Context: an optimization exercise on an open-source flow, tuned for small area, a short achievable clock period and few clock cycles. The choices shown serve that exercise and are no tape-out recipe. At most, simulation tests tie the RTL to the original design; equivalence was not proved. Power and IR-drop figures of this design are not reliable: the tool's default activity estimate is inflated in some of its runs.

==> v9: inputs <==
Design cic_seed, start of the top module:
module cic_seed (
    input  wire        clk,
    input  wire        rst,           
    input  wire        start,         
    input  wire [31:0] image_size,    
    output wire        ready,
    output reg         done,          
    output wire [31:0] seed,
    output wire [31:0] crc,
    output wire        img_req,
    output reg  [8:0]  img_addr,      
    input  wire        img_gnt,
    input  wire        img_rvalid,
    input  wire [63:0] img_rdata
);
    localparam [8:0] FIRST_WORD = 9'd8;     
    localparam [8:0] LAST_WORD  = 9'd511;   
    reg        busy;        
    reg        req_on;      
    reg [1:0]  outst;       
    reg [31:0] nc;          
    reg [4:0]  hit;         
    wire [31:0] x  = ~nc ^ img_rdata[31:0];
    wire [31:0] dh = img_rdata[63:32];
    wire [31:0] cn;
    wire t0 = x[13] ^ x[3];
    wire t1 = dh[0] ^ x[11];
    wire t2 = dh[7] ^ x[19];
    wire t3 = x[16] ^ x[6];
    wire t4 = x[4] ^ x[9];
    wire t5 = dh[3] ^ x[12];
    wire t6 = dh[22] ^ dh[4];
    wire t7 = dh[2] ^ x[5];
    wire t8 = dh[5] ^ x[8];
  ...
make LEC_CHECK=0 CAP_MARGIN=20 CORE_MARGIN=2 CORE_UTILIZATION=40 SETUP_SLACK_MARGIN=2.5 SLEW_MARGIN=20 finish   # period 5.0 ns
run.sh (not shown) runs the stock make flow with config.mk's settings and CLKGATE_MAP_FILE= SYNTH_SCRIPT=/design/flow/synth_recipe.tcl, a recipe that flattens the netlist after the stock synthesis.
==> v15 (differences from v9) <==
--- a/flow/config.mk
+++ b/flow/config.mk
@@ -8,5 +8,5 @@
 export CAP_MARGIN = 20
 export CORE_MARGIN = 2
 export CORE_UTILIZATION = 40
-export SETUP_SLACK_MARGIN = 2.5
+export SETUP_SLACK_MARGIN = 1.2
 export SLEW_MARGIN = 20
==> qor summary <==
| quantity | v9 | v15 |
|---|---|---|
| Fraction of the core area covered by cells at the end of the flow | 74.90% | 50.98% |
| Post-route met1 wirelength | 12.23 mm | 11.32 mm |
| First DRT Iteration DRCs | 531 | 549 |
| Global-route wire length before repair | 44.26 mm | 37.11 mm |
| CP peak stage delay | 0.49 ns | 0.63 ns |
| Buffer and inverter count on the worst path | 2 | 1 |
| Critical path startpoint | img_rdata[9] | img_rdata[32] |
| Run status | no timing/DRC/antenna violations | no timing/DRC/antenna violations |
| Area grow syn2layout | 83.33% | 24.77% |
| Non-filler cells, final | 1262 | 1059 |
| Fraction of area in clock buffers and inverters | 1.125% | 1.517% |
| Largest clock skew in the final design | 0.006896 ns | 0.01342 ns |
| Final worst hold slack | 0.4744 ns | 0.4943 ns |
| Number of gates resized after CTS | 558 | 0 |
| Final Instance Area | 13460 um^2 | 9158 um^2 |
| Register cell area after layout | 1047 um^2 | 1021 um^2 |
Testbench counts of v9, summed over its fixed seeds: cycles 32,456.
Testbench counts of v15, summed over its fixed seeds: cycles 32,456.

========
==> run a <==
cic_seed, a different RTL version from the one above (not shown whole).
==> flow/config.mk <==
export PLATFORM = sky130hd
export DESIGN_NAME = cic_seed
export DESIGN_NICKNAME = cic_seed
export VERILOG_FILES = /design/flow/design.v
export SDC_FILE = /design/flow/constraint.sdc
export NUM_CORES = 4
export LEC_CHECK = 0
export CAP_MARGIN = 20
export CORE_MARGIN = 2
export CORE_UTILIZATION = 40
export SLEW_MARGIN = 20
==> flow/constraint.sdc <==
create_clock -name core_clock -period 5.0 [get_ports {clk}]
set_input_delay 1.0000 -clock core_clock [delete_from_list [all_inputs] [get_ports {clk}]]
set_output_delay 1.0000 -clock core_clock [all_outputs]
set_load 0.01 [all_outputs]
standard.sh (not shown) runs the stock make flow with config.mk's settings and CLKGATE_MAP_FILE= SYNTH_SCRIPT=/design/flow/synth_recipe.tcl, a recipe that flattens the netlist after the stock synthesis.
==> flow/flow/run.sh <==
#!/bin/bash
# Own flow: the standard layout (standard.sh, unchanged ORFS steps and
# synthesis) with these changes:
#  - ORFS's scripts are copied to ./scripts and ABC's speed script replaced by
#    flow/abc.script (plain delay-oriented mapping without ABC's blanket
#    buffering and upsizing; the placer's repair sizes the critical cells);
#  - three-input XOR/XNOR cells are added to the don't-use list;
#  - the ports get a plain buffer cell;
#  - any extra ORFS variables listed in flow/vars.txt.
# Each tool's output goes to the ORFS logs under orfs/logs; make's own output
# goes to standard_make.log here.
set -euo pipefail
rm -rf scripts
cp -r "$FLOW_HOME/scripts" scripts
cp flow/abc.script scripts/abc_speed.script
PLATFORM_DONT_USE=$(sed -n '/^export DONT_USE_CELLS += /,/^$/p' "$FLOW_HOME/platforms/sky130hd/config.mk" \
    | sed 's/export DONT_USE_CELLS += //; s/\\//g' | tr -s ' \n' ' ')
EXTRA_DONT_USE="sky130_fd_sc_hd__xnor3_1 sky130_fd_sc_hd__xnor3_2 sky130_fd_sc_hd__xnor3_4 sky130_fd_sc_hd__xor3_1 sky130_fd_sc_hd__xor3_2 sky130_fd_sc_hd__xor3_4"
VARS=()
if [[ -f flow/vars.txt ]]; then
    while read -r line; do [[ -n "$line" ]] && VARS+=("$line"); done < flow/vars.txt
fi
bash standard.sh "SCRIPTS_DIR=$PWD/scripts" \
    "DONT_USE_CELLS=$PLATFORM_DONT_USE $EXTRA_DONT_USE" \
    "BUFFER_PORTS_ARGS=-buffer_cell sky130_fd_sc_hd__buf_2" \
    "${VARS[@]}" finish > standard_make.log 2>&1
==> flow/flow/abc.script <==
&get -n
&st
&dch
&nf
&st
&syn2
&if -g -K 6
&synch2
&nf
&st
&syn2
&if -g -K 6
&synch2
&nf
&st
&syn2
&if -g -K 6
&synch2
&nf
&st
&syn2
&if -g -K 6
&synch2
&nf
&st
&syn2
&if -g -K 6
&synch2
&nf
&put
buffer -c
topo
stime -c
upsize -c
dnsize -c
==> flow/flow/vars.txt <==
CORE_UTILIZATION=65
PLACE_DENSITY=0.72
SETUP_SLACK_MARGIN=2.0
BUFFER_PORTS_ARGS=-buffer_cell sky130_fd_sc_hd__buf_1
CTS_BUF_LIST=sky130_fd_sc_hd__clkbuf_4 sky130_fd_sc_hd__clkbuf_8
==> run b (differences from run a) <==
--- a/flow/design.v
+++ b/flow/design.v
@@ -15,13 +15,15 @@
 );
     localparam [8:0] FIRST_WORD = 9'd8;     
     localparam [8:0] LAST_WORD  = 9'd511;   
     reg        req_on;      
     reg [1:0]  outst;       
-    reg [31:0] nc;          
+    reg [31:0] c;           
+    reg        first;       
     reg        ka, kb, kc;
-    wire [31:0] x  = ~nc ^ img_rdata[31:0];
+    wire [31:0] cm = ~(c | {32{first}});
+    wire [31:0] x  = ~cm ^ img_rdata[31:0];
     wire [31:0] dh = img_rdata[63:32];
     wire [31:0] cn;
     wire t0 = x[13] ^ x[3];
     wire t1 = x[11] ^ x[12];
     wire t2 = dh[7] ^ x[19];
@@ -196,11 +198,11 @@
     wire grant = img_req & img_gnt;
     wire fin   = ~ready & ~req_on & (outst == 2'd0);
     wire       req_on_n = take ? (image_size[31:12] != 20'd0)
                                : req_on & ~(grant && img_addr == LAST_WORD);
     wire [1:0] outst_n  = outst + {1'b0, grant} - {1'b0, img_rvalid};
-    assign crc  = nc;
+    assign crc  = cm;
     wire s_lo = ka | kb;                  
     wire s8   = kb;                       
     wire s9   = ka & kb;                  
     wire s10  = kb & (ka | ~kc);          
     wire s11  = ka;                       
@@ -223,22 +225,26 @@
             req_on  <= req_on_n;
             outst   <= outst_n;
             img_req <= req_on_n & ~outst_n[1];
         end
     end
-    wire m0 = (nc == 32'h6170A4A1);    
-    wire m1 = (nc == 32'h90BB6CB5);    
-    wire m2 = (nc == 32'h0B050EE0);    
-    wire m3 = (nc == 32'h98BC2C86);    
-    wire m4 = (nc == 32'hACC8580A);    
+    wire m0 = (cm == 32'h6170A4A1);    
+    wire m1 = (cm == 32'h90BB6CB5);    
+    wire m2 = (cm == 32'h0B050EE0);    
+    wire m3 = (cm == 32'h98BC2C86);    
+    wire m4 = (cm == 32'hACC8580A);    
     always @(posedge clk) begin
         if (take)
             img_addr <= FIRST_WORD;
         else if (grant)
             img_addr <= img_addr + 9'd1;
-        if (img_rvalid | take)
-            nc <= ~(cn | {32{take}});
+        if (img_rvalid)
+            c <= cn;
+        if (take)
+            first <= 1'b1;
+        else if (img_rvalid)
+            first <= 1'b0;
         ka <= m0 | m1 | m2;
         kb <= m0 | m1 | m3 | m4;
         kc <= m0 | m3;
     end
 endmodule
==> flow/flow/vars.txt (replaced) <==
CORE_UTILIZATION=70
PLACE_DENSITY=0.75
SETUP_SLACK_MARGIN=2.0
BUFFER_PORTS_ARGS=-buffer_cell sky130_fd_sc_hd__buf_1
CTS_BUF_LIST=sky130_fd_sc_hd__clkbuf_4
CTS_BUF_LIST=sky130_fd_sc_hd__clkbuf_4 sky130_fd_sc_hd__clkbuf_8
==> run c (differences from run a) <==
==> flow/flow/abc.script (replaced) <==
&get -n
&st
&dch
&nf
&put
==> flow/flow/vars.txt (replaced) <==
CORE_UTILIZATION=70
PLACE_DENSITY=0.75
SETUP_SLACK_MARGIN=2.0
BUFFER_PORTS_ARGS=-buffer_cell sky130_fd_sc_hd__buf_1
CTS_BUF_LIST=sky130_fd_sc_hd__clkbuf_4 sky130_fd_sc_hd__clkbuf_8
==> qor summary <==
	run a	run c	run b
Result of the run	no timing/DRC/antenna violations	no timing/DRC/antenna violations	no timing/DRC/antenna violations
Layout non-clock buf frac	0.08968	0.08845	0.07708
First-pass GRT wire length	30,900 microns	33,250 microns	32,930 microns
Buffers inserted during post-CTS setup optimization	0	0	3
Global-route track usage on met3	0.06216	0.06657	0.04903
Sinks on the clock net	50	50	51
Simple-gate share of the synthesized area	0.08638	0.1096	0.1027
Sequential Area	0.001321 sq mm	0.001321 sq mm	0.001345 sq mm
Compound-gate portion of the synthesized area	0.01149	0.03870	0.01408
Count of unique library cells instantiated by Yosys	39	31	43
Half-perimeter wire length after placement	18,070 microns	18,070 microns	19,110 microns
Total wire length	22,240 microns	24,250 microns	22,830 microns
Post-synthesis cell count	709	710	768
Function was not checked in any run of this note: the RTL went through the layout flow alone.

========
==> v20: inputs <==
cic_seed, a different RTL version from the one above (not shown whole).
Design cic_seed, start of the top module:
module cic_seed (
    input  wire        clk,
    input  wire        rst,           
    input  wire        start,         
    input  wire [31:0] image_size,    
    output reg         ready,
    output reg         done,          
    output wire [31:0] seed,
    output wire [31:0] crc,
    output reg         img_req,
    output reg  [8:0]  img_addr,      
    input  wire        img_gnt,
    input  wire        img_rvalid,
    input  wire [63:0] img_rdata
);
clock: 5.0 ns
lec_check: 0
cap_margin: 20
core_margin: 2
core_utilization: 40
slew_margin: 20
==> flow/flow/abc.script <==
&get -n
&st
&dch
&nf
&st
&syn2
&if -g -K 6
&synch2
&nf
&st
&syn2
&if -g -K 6
&synch2
&nf
&st
&syn2
&if -g -K 6
&synch2
&nf
&st
&syn2
&if -g -K 6
&synch2
&nf
&st
&syn2
&if -g -K 6
&synch2
&nf
&put
buffer -c
topo
stime -c
upsize -c
dnsize -c
==> flow/flow/vars.txt <==
CORE_UTILIZATION=70
PLACE_DENSITY=0.75
SETUP_SLACK_MARGIN=2.1
BUFFER_PORTS_ARGS=-buffer_cell sky130_fd_sc_hd__buf_1
CTS_BUF_LIST=sky130_fd_sc_hd__clkbuf_4
Scripts as last shown in full above: flow/flow/run.sh
==> v16: changes against v20 <==
==> flow/flow/vars.txt (replaced) <==
CORE_UTILIZATION=70
PLACE_DENSITY=0.75
SETUP_SLACK_MARGIN=1.9
BUFFER_PORTS_ARGS=-buffer_cell sky130_fd_sc_hd__buf_1
CTS_BUF_LIST=sky130_fd_sc_hd__clkbuf_4
==> v34: changes against v20 <==
--- a/flow/design.v
+++ b/flow/design.v
@@ -15,15 +15,13 @@
 );
     localparam [8:0] FIRST_WORD = 9'd8;     
     localparam [8:0] LAST_WORD  = 9'd511;   
     reg        req_on;      
     reg [1:0]  outst;       
-    reg [31:0] c;           
-    reg        first;       
-    reg        s_lo, s8, s9, s10, s11, s12, s14, s15, s18;
-    wire [31:0] cm = ~(c | {32{first}});
-    wire [31:0] x  = ~cm ^ img_rdata[31:0];
+    reg [31:0] nc;          
+    reg        ka, kb, kc;
+    wire [31:0] x  = ~nc ^ img_rdata[31:0];
     wire [31:0] dh = img_rdata[63:32];
     wire [31:0] cn;
     wire t0 = x[13] ^ x[3];
     wire t1 = x[11] ^ x[12];
     wire t2 = dh[7] ^ x[19];
@@ -198,11 +196,20 @@
     wire grant = img_req & img_gnt;
     wire fin   = ~ready & ~req_on & (outst == 2'd0);
     wire       req_on_n = take ? (image_size[31:12] != 20'd0)
                                : req_on & ~(grant && img_addr == LAST_WORD);
     wire [1:0] outst_n  = outst + {1'b0, grant} - {1'b0, img_rvalid};
-    assign crc  = cm;
+    assign crc  = nc;
+    wire s_lo = ka | kb;                  
+    wire s8   = kb;                       
+    wire s9   = ka & kb;                  
+    wire s10  = kb & (ka | ~kc);          
+    wire s11  = ka;                       
+    wire s12  = ka | (kb & kc);           
+    wire s14  = ka & ~kb;                 
+    wire s15  = kb & ~ka;                 
+    wire s18  = ka & kb & kc;             
     assign seed = {13'd0, s18, 2'd0, s15, s14, s11, s12, s11, s10, s9, s8,
                    2'd0, {6{s_lo}}};
     always @(posedge clk) begin
         if (rst) begin
             ready   <= 1'b1;
@@ -216,32 +223,22 @@
             req_on  <= req_on_n;
             outst   <= outst_n;
             img_req <= req_on_n & ~outst_n[1];
         end
     end
-    wire m0 = (cm == 32'h6170A4A1);    
-    wire m1 = (cm == 32'h90BB6CB5);    
-    wire m2 = (cm == 32'h0B050EE0);    
-    wire m3 = (cm == 32'h98BC2C86);    
-    wire m4 = (cm == 32'hACC8580A);    
+    wire m0 = (nc == 32'h6170A4A1);    
+    wire m1 = (nc == 32'h90BB6CB5);    
+    wire m2 = (nc == 32'h0B050EE0);    
+    wire m3 = (nc == 32'h98BC2C86);    
+    wire m4 = (nc == 32'hACC8580A);    
     always @(posedge clk) begin
         if (take)
             img_addr <= FIRST_WORD;
         else if (grant)
             img_addr <= img_addr + 9'd1;
-        if (img_rvalid)
-            c <= cn;
-        if (take)
-            first <= 1'b1;
-        else if (img_rvalid)
-            first <= 1'b0;
-        s_lo <= m0 | m1 | m2 | m3 | m4;
-        s8   <= m0 | m1 | m3 | m4;
-        s9   <= m0 | m1;
-        s10  <= m0 | m1 | m4;
-        s11  <= m0 | m1 | m2;
-        s12  <= m0 | m1 | m2 | m3;
-        s14  <= m2;
-        s15  <= m3 | m4;
-        s18  <= m0;
+        if (img_rvalid | take)
+            nc <= ~(cn | {32{take}});
+        ka <= m0 | m1 | m2;
+        kb <= m0 | m1 | m3 | m4;
+        kc <= m0 | m3;
     end
 endmodule
==> flow/flow/abc.script (replaced) <==
&get -n
&st
&dch
&nf
&put
==> flow/flow/vars.txt (replaced) <==
CORE_UTILIZATION=70
PLACE_DENSITY=0.75
SETUP_SLACK_MARGIN=2.2
BUFFER_PORTS_ARGS=-buffer_cell sky130_fd_sc_hd__buf_1
CTS_BUF_LIST=sky130_fd_sc_hd__clkbuf_4 sky130_fd_sc_hd__clkbuf_8
==> run notes <==
Outcome:
- The flow ran to the end and the layout has no timing, DRC or antenna violations.

Synth:
- Yosys attributes the largest share of cell area to sky130_fd_sc_hd__xnor2_1 (46%), sky130_fd_sc_hd__edfxtp_1 (13%), sky130_fd_sc_hd__xnor2_2 (8.9%), sky130_fd_sc_hd__xor2_1 (7.2%), sky130_fd_sc_hd__dfxtp_1 (6.9%).
- The share of the synthesized area in compound gates (AO/OA/AOI/OAI) is 0.9424%.

Die:
- The die is 106.1 µm tall.

Pwr:
The numbers above come from v16.

==> run notes <==
Outcome:
- The tool reported: "[ERROR DPL-0038] Utilization greater than 100%, impossible to legalize".
- The flow did not finish.
- The last stage reached is global routing (5_1_grt).

Synth:
- The portion of netlist area occupied by mux cells is 0%.
- A synthesized cell averages 9.199 µm².
- After Yosys synthesis, full adders, half adders and majority gates account for 0.7663% of the synthesized area.
- The share of synthesized cell area in and, or, nand and nor gates is 10.96%.
- The share of the synthesized area in compound gates (AO/OA/AOI/OAI) is 3.870%.
- Yosys attributes the largest share of cell area to sky130_fd_sc_hd__xnor2_1 (44%), sky130_fd_sc_hd__xor2_1 (16%), sky130_fd_sc_hd__edfxtp_1 (15%), sky130_fd_sc_hd__dfxtp_1 (5.5%), sky130_fd_sc_hd__buf_4 (3.7%).

Die:
- The vertical die dimension is 100.6 µm.
The numbers above come from v34.

==> run notes <==
Outcome:
- The flow ran to the end and the layout has no timing, DRC or antenna violations.

Die:
- The vertical die dimension is 106.1 µm.

Detailed routing:
- The total via count after detailed routing is 5932.

Clocking:
- The deepest clock path buffer count is 2.

STA:
- The worst setup skew after layout is 12.79 ps.

Synth:
- The share of the synthesized area in compound gates (AO/OA/AOI/OAI) is 0.9424%.
The numbers above come from v20.

Testbench counts of v20, summed over its fixed seeds: cycles 32,456.
Testbench counts of v16, summed over its fixed seeds: cycles 32,456.
No functional check of the RTL was part of v34.

-- afterwards: timing with drivers on the ports --
In the flow no input, the clock included, has a driving cell. The finished layouts below were timed again as built, in two steps. Step 1 sets driving cells, clkbuf_16 on the clock port and buf_2 on the other inputs (assumed; they add their load-dependent delay and slew). Step 2 times the ports against the registers' clock, not the clock port: input delays grow and output delays shrink by t, the midpoint of the rising clock arrivals with the driver on. Three values: no drivers, after step 1, after step 2; two values: the first two.
| run | t, ns | setup WS [ns] | clock arrival spread, ns | worst slew at a driven data input, ns | pins driven straight from the clock port |
|---|---|---|---|---|---|
| v9 | 0.325 | 2.124 / 2.113 / 1.789 | 0.007 / 0.007 | 0.06 | 1 |
| v15 | 0.337 | 1.267 / 1.287 / 0.950 | 0.014 / 0.014 | 0.05 | 1 |
| run a | 0.336 | 1.992 / 1.999 / 1.663 | 0.007 / 0.008 | 0.04 | 1 |
| run b | 0.355 | 1.941 / 1.944 / 1.589 | 0.022 / 0.022 | 0.04 | 1 |
| run c | 0.333 | 1.802 / 1.793 / 1.460 | 0.017 / 0.018 | 0.05 | 1 |
| v20 | 0.451 | 2.083 / 2.087 / 1.636 | 0.013 / 0.013 | 0.05 | 1 |
| v16 | 0.446 | 1.983 / 1.983 / 1.551 | 0.019 / 0.018 | 0.05 | 1 |
After both steps setup and hold are still met in every run listed. For v20, which loses most, drivers alone change the setup slack by +0.004 ns; drivers and shift together by -0.447 ns.
